This is an optimization exercise on Yosys and OpenROAD, whose aim is small area and a short achievable clock period, not a production implementation.
RTL that was checked went through simulation tests only; none was proved equivalent to the original.
No activity file was given, so power comes from the tool's default toggle rates.

Setup of zinc:
// kstc_tx
module kstc_tx #(
    parameter MAX_PAYLOAD = 64
) (
    input  wire                     clk,
    input  wire                     rst,
    input  wire                     start,
    output wire                     ready,
    input  wire [7:0]               pri,
    input  wire [15:0]              src,
    input  wire [15:0]              dst,
    input  wire [15:0]              dspec,
    input  wire [63:0]              tid,
    input  wire [6:0]               len,
    input  wire [8*MAX_PAYLOAD-1:0] payload,
    output wire                     tx_valid,
    output wire [7:0]               tx_byte,
    input  wire                     tx_accept,
    output reg                      done,
    output reg                      ok
);
    localparam [7:0]  DELIM    = 8'h9E;
    localparam [7:0]  ESC      = 8'h8E;
    reg [7:0]               r_pri;
    reg [15:0]              r_src;
    reg [15:0]              r_dst;
    reg [15:0]              r_dspec;
    reg [63:0]              r_tid;
    reg [8*MAX_PAYLOAD-1:0] r_payload;
    reg        busy;       
    reg        idle;       
    reg        lden;       
    reg [7:0]  ob;         
    reg        ob_close;   
    reg        pend;       
  ...
Size in the first run: about 660 I/O pins, roughly 0.027 sq mm of cells after synthesis.
==> flow/config.mk <==
export PLATFORM = sky130hd
export DESIGN_NAME = kstc_tx
export DESIGN_NICKNAME = kstc_tx
export VERILOG_FILES = /design/flow/design.v
export SDC_FILE = /design/flow/constraint.sdc
export NUM_CORES = 4
export LEC_CHECK = 0
export CAP_MARGIN = 20
export CORE_MARGIN = 2
export CORE_UTILIZATION = 40
export SETUP_SLACK_MARGIN = 3.9
export SLEW_MARGIN = 20
==> flow/constraint.sdc <==
create_clock -name core_clock -period 6.5 [get_ports {clk}]
set_input_delay 1.3000 -clock core_clock [delete_from_list [all_inputs] [get_ports {clk}]]
set_output_delay 1.3000 -clock core_clock [all_outputs]
set_load 0.01 [all_outputs]
standard.sh (not shown) runs the stock make flow with config.mk's settings and CLKGATE_MAP_FILE= SYNTH_SCRIPT=/design/flow/synth_recipe.tcl, a recipe that flattens the netlist after the stock synthesis.
==> flow/flow/run.sh <==
#!/bin/bash
# Standard ORFS layout, except that the port buffers are buf_1 cells rather
# than the delay cells buffer_ports picks by default.
set -euo pipefail
export BUFFER_PORTS_ARGS="-buffer_cell sky130_fd_sc_hd__buf_1"
bash standard.sh > standard_flow.log 2>&1
> inputs changed (zinc -> violet)
Settings: SETUP_SLACK_MARGIN now 4.3, was 3.9.
==> flow/flow/run.sh <==
#!/bin/bash
# Standard ORFS layout, except: the port buffers are buf_1 cells rather than
# the delay cells buffer_ports picks by default, and clock tree synthesis
# adds no dummy loads and clusters up to 24 sinks per leaf buffer.
set -euo pipefail
export BUFFER_PORTS_ARGS="-buffer_cell sky130_fd_sc_hd__buf_1"
export CTS_ARGS="-sink_clustering_enable -repair_clock_nets -dont_use_dummy_load -sink_clustering_size 24 -sink_clustering_max_diameter 120"
bash standard.sh > standard_flow.log 2>&1
==> comparison <==
The clock skew number comes out higher for violet vs zinc.
The final standard cell utilization of the core was comparable across violet and zinc.
violet vs zinc, number of gates resized after CTS went up by 112.
Compared with zinc, violet shows net switching power that has gone down by a few percent.
A worst-path cell with the longest stage delay of xnor3_2 is what violet shows, while xnor2_2 belongs to zinc.
Delta (violet minus zinc): wire length of the first global-routing pass increased 5100 um, fraction of area in registers climbed 0.28 points, logic depth of the worst register-to-register path now sits higher.
Function was not checked in any run of this note: the RTL went through the layout flow alone.

---

The RTL this note starts from:
==> flow/design.v <==
module kstc_crc32c_step #(
    parameter [31:0] POLY = 32'h82F63B78
) (
    input  wire [31:0] crc_in,
    input  wire [7:0]  data,
    output reg  [31:0] crc_out
);
    integer i;
    always @* begin
        crc_out = crc_in ^ {24'd0, data};
        for (i = 0; i < 8; i = i + 1)
            crc_out = crc_out[0] ? ((crc_out >> 1) ^ POLY) : (crc_out >> 1);
    end
endmodule
module kstc_tx #(
    parameter MAX_PAYLOAD = 64
) (
    input  wire                     clk,
    input  wire                     rst,
    input  wire                     start,
    output wire                     ready,
    input  wire [7:0]               pri,
    input  wire [15:0]              src,
    input  wire [15:0]              dst,
    input  wire [15:0]              dspec,
    input  wire [63:0]              tid,
    input  wire [6:0]               len,
    input  wire [8*MAX_PAYLOAD-1:0] payload,
    output wire                     tx_valid,
    output wire [7:0]               tx_byte,
    input  wire                     tx_accept,
    output reg                      done,
    output reg                      ok
);
    localparam [7:0]  DELIM    = 8'h9E;
    localparam [7:0]  ESC      = 8'h8E;
    reg [7:0]               r_pri;
    reg [15:0]              r_src;
    reg [15:0]              r_dst;
    reg [15:0]              r_dspec;
    reg [63:0]              r_tid;
    reg [8*MAX_PAYLOAD-1:0] r_payload;
    reg        busy;       
    reg        idle;       
    reg        lden;       
    reg [7:0]  ob;         
    reg        ob_close;   
    reg        pend;       
    reg        pend_b4;    
    reg [7:0]  nb;         
    reg        nb_crc;     
    reg        nb_close;   
    reg        ph_hdr, ph_hcrc, ph_pay, ph_pcrc, ph_close;
    reg [7:0]  hlo;
    reg [3:0]  hhi;
    reg [7:0]  plo;
    reg [7:0]  phi;
    reg        crc_sh;     
    reg [6:0]  rem;        
    reg        zlen;       
    reg [31:0] crc;
    wire [8*28-1:0] hdr = {8'h80, 8'h00, 8'h00, 8'h00, r_tid, 64'd0,
                           r_dspec, r_dst, r_src, r_pri, 8'h00};
    reg [7:0] fetch, grp;
    integer g, l;
    always @* begin
        fetch = 8'h00;
        for (g = 0; g < 4; g = g + 1) begin
            grp = 8'h00;
            for (l = 0; l < 8; l = l + 1)
                grp = grp | (hdr[64*g + 8*l +: 8] & {8{hlo[l]}});
            fetch = fetch | (grp & {8{hhi[g]}});
        end
        for (g = 0; g < MAX_PAYLOAD / 8; g = g + 1) begin
            grp = 8'h00;
            for (l = 0; l < 8; l = l + 1)
                grp = grp | (r_payload[64*g + 8*l +: 8] & {8{plo[l]}});
            fetch = fetch | (grp & {8{phi[g]}});
        end
    end
    wire [7:0] lb     = nb_crc ? ~crc[7:0] : nb;
    wire       lb_esc = !nb_close && (lb == DELIM || lb == ESC);
    wire [31:0] crc_step;
    kstc_crc32c_step u_crc (
        .crc_in  (crc),
        .data    (nb),
        .crc_out (crc_step)
    );
    assign ready    = idle;
    assign tx_valid = busy;
    assign tx_byte  = ob;
    always @(posedge clk) begin
        if (rst) begin
            busy <= 1'b0;
            idle <= 1'b1;
            lden <= 1'b1;
            done <= 1'b0;
        end else if (!busy) begin
            busy <= start;
            idle <= !start;
            lden <= !start;
            done <= 1'b0;
        end else begin
            busy <= tx_accept && !ob_close;
            idle <= !tx_accept || ob_close;
            lden <= !tx_accept || ob_close || (!pend && nb_close);
            done <= !tx_accept || ob_close;
        end
        ok <= tx_accept;
        if (lden) begin
            r_pri     <= pri;
            r_src     <= src;
            r_dst     <= dst;
            r_dspec   <= dspec;
            r_tid     <= tid;
            r_payload <= payload;
        end
        if (lden) begin
            ob       <= DELIM;
            ob_close <= 1'b0;
            pend     <= 1'b0;
            nb       <= 8'h00;       
            nb_crc   <= 1'b0;
            nb_close <= 1'b0;
            ph_hdr   <= 1'b1;
            ph_hcrc  <= 1'b0;
            ph_pay   <= 1'b0;
            ph_pcrc  <= 1'b0;
            ph_close <= 1'b0;
            hlo      <= 8'b0000_0010;    
            hhi      <= 4'b0001;
            plo      <= 8'b0000_0000;
            phi      <= 8'b0000_0000;
            crc_sh   <= 1'b0;
            rem      <= len;
            zlen     <= (len == 7'd0);
            crc      <= 32'hFFFFFFFF;
        end else if (pend) begin
            ob   <= pend_b4 ? ~DELIM : ~ESC;
            pend <= 1'b0;
        end else begin
            ob       <= nb_close ? DELIM : (lb_esc ? ESC : lb);
            pend     <= lb_esc;
            pend_b4  <= lb[4];
            ob_close <= nb_close;
            crc      <= crc_sh ? {8'hFF, crc[31:8]} : crc_step;
            nb       <= fetch;
            nb_crc   <= ph_hcrc || ph_pcrc;
            crc_sh   <= ph_hcrc || ph_pcrc || ph_close;
            nb_close <= ph_close;
            hlo      <= {hlo[6:0], hlo[7]};
            plo      <= {plo[6:0], plo[7]};
            if (ph_hdr) begin
                if (hlo[7])
                    hhi <= {hhi[2:0], 1'b0};
                if (hhi[3] && hlo[3]) begin      
                    ph_hdr  <= 1'b0;
                    ph_hcrc <= 1'b1;
                    hhi     <= 4'b0000;
                    hlo     <= 8'b0000_0001;
                end
            end
            if (ph_hcrc && hlo[3]) begin
                ph_hcrc <= 1'b0;
                ph_pay  <= !zlen;
                ph_pcrc <= zlen;
                hlo     <= {7'd0, zlen};
                plo     <= {7'd0, !zlen};
                phi     <= {7'd0, !zlen};
            end
            if (ph_pay) begin
                rem <= rem - 1'b1;
                if (plo[7])
                    phi <= {phi[6:0], 1'b0};
                if (rem == 7'd1) begin
                    ph_pay  <= 1'b0;
                    ph_pcrc <= 1'b1;
                    plo     <= 8'b0000_0000;
                    phi     <= 8'b0000_0000;
                    hlo     <= 8'b0000_0001;
                end
            end
            if (ph_pcrc && hlo[3]) begin
                ph_pcrc  <= 1'b0;
                ph_close <= 1'b1;
            end
            if (ph_close)
                ph_close <= 1'b0;
        end
    end
endmodule
Settings: LEC_CHECK=0, CAP_MARGIN=20, CORE_MARGIN=2, CORE_UTILIZATION=40, SETUP_SLACK_MARGIN=4.3, SLEW_MARGIN=20, TNS_END_PERCENT=50; clock period 6.5 ns.
==> flow/flow/run.sh <==
#!/bin/bash
# Standard ORFS layout, except: the port buffers are buf_1 cells rather than
# the delay cells buffer_ports picks by default, and clock tree synthesis
# adds no dummy loads and clusters up to 24 sinks per leaf buffer.
set -euo pipefail
export BUFFER_PORTS_ARGS="-buffer_cell sky130_fd_sc_hd__buf_1"
export CTS_ARGS="-sink_clustering_enable -repair_clock_nets -dont_use_dummy_load -sink_clustering_size 24 -sink_clustering_max_diameter 120"
bash standard.sh > standard_flow.log 2>&1
Then changed:
--- a/flow/config.mk
+++ b/flow/config.mk
@@ -10 +10 @@
-export CORE_UTILIZATION = 40
+export CORE_UTILIZATION = 60
@@ -13 +12,0 @@
-export TNS_END_PERCENT = 50
What happened: Non-clock buffer count falls by 11; routed wire length falls by 5.7%; cell area falls by 1.6%.
Then changed:
--- a/flow/config.mk
+++ b/flow/config.mk
@@ -10,2 +10,2 @@
-export CORE_UTILIZATION = 60
-export SETUP_SLACK_MARGIN = 4.3
+export CORE_UTILIZATION = 40
+export SETUP_SLACK_MARGIN = 3.9
Result: Design area came out lower slightly. Clock-buffer cell count came out higher by 1. Non-clock buffer count came out lower by 34. Routed wire length came out higher by a few percent. Die area came out higher by well over a third. Worst hold slack gains 0.040 ns. Combinational power came out lower by about a fifth.
Then changed:
--- a/flow/config.mk
+++ b/flow/config.mk
@@ -11 +11 @@
-export SETUP_SLACK_MARGIN = 3.9
+export SETUP_SLACK_MARGIN = 4.4
What happened: The changed run completed without violations; power goes up by 5.4%; global-route usage is higher by 0.44 points; synthesized cell count stays the same.
Then changed:
--- a/flow/flow/run.sh
+++ b/flow/flow/run.sh
@@ -4 +4 @@
-# adds no dummy loads and clusters up to 24 sinks per leaf buffer.
+# adds no dummy loads and clusters up to 50 sinks per leaf buffer.
@@ -7 +7 @@
-export CTS_ARGS="-sink_clustering_enable -repair_clock_nets -dont_use_dummy_load -sink_clustering_size 24 -sink_clustering_max_diameter 120"
+export CTS_ARGS="-sink_clustering_enable -repair_clock_nets -dont_use_dummy_load -sink_clustering_size 50 -sink_clustering_max_diameter 80"
--- a/flow/config.mk
+++ b/flow/config.mk
@@ -10,2 +10,2 @@
-export CORE_UTILIZATION = 40
-export SETUP_SLACK_MARGIN = 4.4
+export CORE_UTILIZATION = 60
+export SETUP_SLACK_MARGIN = 4.3
Final area fell by 2.8%.
Final cell count went down by 9.0%.
Via count hardly moves.
Hold slack got worse by 0.029 ns.
Worst setup slack stays flat.
Then changed:
--- a/flow/flow/run.sh
+++ b/flow/flow/run.sh
@@ -4 +4 @@
-# adds no dummy loads and clusters up to 50 sinks per leaf buffer.
+# adds no dummy loads and clusters up to 24 sinks per leaf buffer.
@@ -7 +7 @@
-export CTS_ARGS="-sink_clustering_enable -repair_clock_nets -dont_use_dummy_load -sink_clustering_size 50 -sink_clustering_max_diameter 80"
+export CTS_ARGS="-sink_clustering_enable -repair_clock_nets -dont_use_dummy_load -sink_clustering_size 24 -sink_clustering_max_diameter 120"
--- a/flow/config.mk
+++ b/flow/config.mk
@@ -10 +10 @@
-export CORE_UTILIZATION = 60
+export CORE_UTILIZATION = 40
Result: The changed run passed the timing, DRC and antenna checks. Via count decreases by 1.1%. Die area increases by about 50%. Sequential share of layout area decreases by 1.0 points. Fmax increases by about 1%. Cell area increases by about 1.6%. Critical path depth stays the same. Sequential cell count stays the same.

[separate check: timing with driven ports]
No port has a modelled driver above. Below, the same layouts with a new extraction and two added sets of constraints.
Step 1 sets driving cells, clkbuf_16 on the clock port and buf_2 on the other inputs (assumed; they add their load-dependent delay and slew).
Step 2 times the ports against the registers' clock, not the clock port: input delays grow and output delays shrink by t, the midpoint of the rising clock arrivals with the driver on.
Three values: ideal, step 1, step 2; two values: the first two.
| run | shift t [ns] | setup slack, ns | worst setup path after step 2 | worst slew at a driven data input, ns | cell pins on the clock port's net |
|---|---|---|---|---|---|
| zinc | 0.682 | 3.983 / 3.964 / 3.983 | register to register | 0.12 | 1 |
| violet | 0.626 | 4.140 / 4.090 / 4.140 | register to register | 0.14 | 1 |
| the first run of note 2 | 0.627 | 4.170 / 4.099 / 4.217 | input to register | 0.12 | 1 |
| the second run of note 2 | 0.623 | 4.150 / 4.089 / 4.200 | input to register | 0.17 | 1 |
| the third run of note 2 | 0.625 | 3.958 / 3.958 / 3.958 | register to register | 0.13 | 1 |
| the fourth run of note 2 | 0.623 | 4.153 / 4.087 / 4.185 | input to register | 0.11 | 1 |
| the fifth run of note 2 | 0.623 | 4.153 / 4.092 / 4.196 | input to register | 0.18 | 1 |
| the sixth run of note 2 | 0.621 | 4.177 / 4.113 / 4.177 | input to register | 0.13 | 1 |
After both steps every run listed still meets setup and hold.
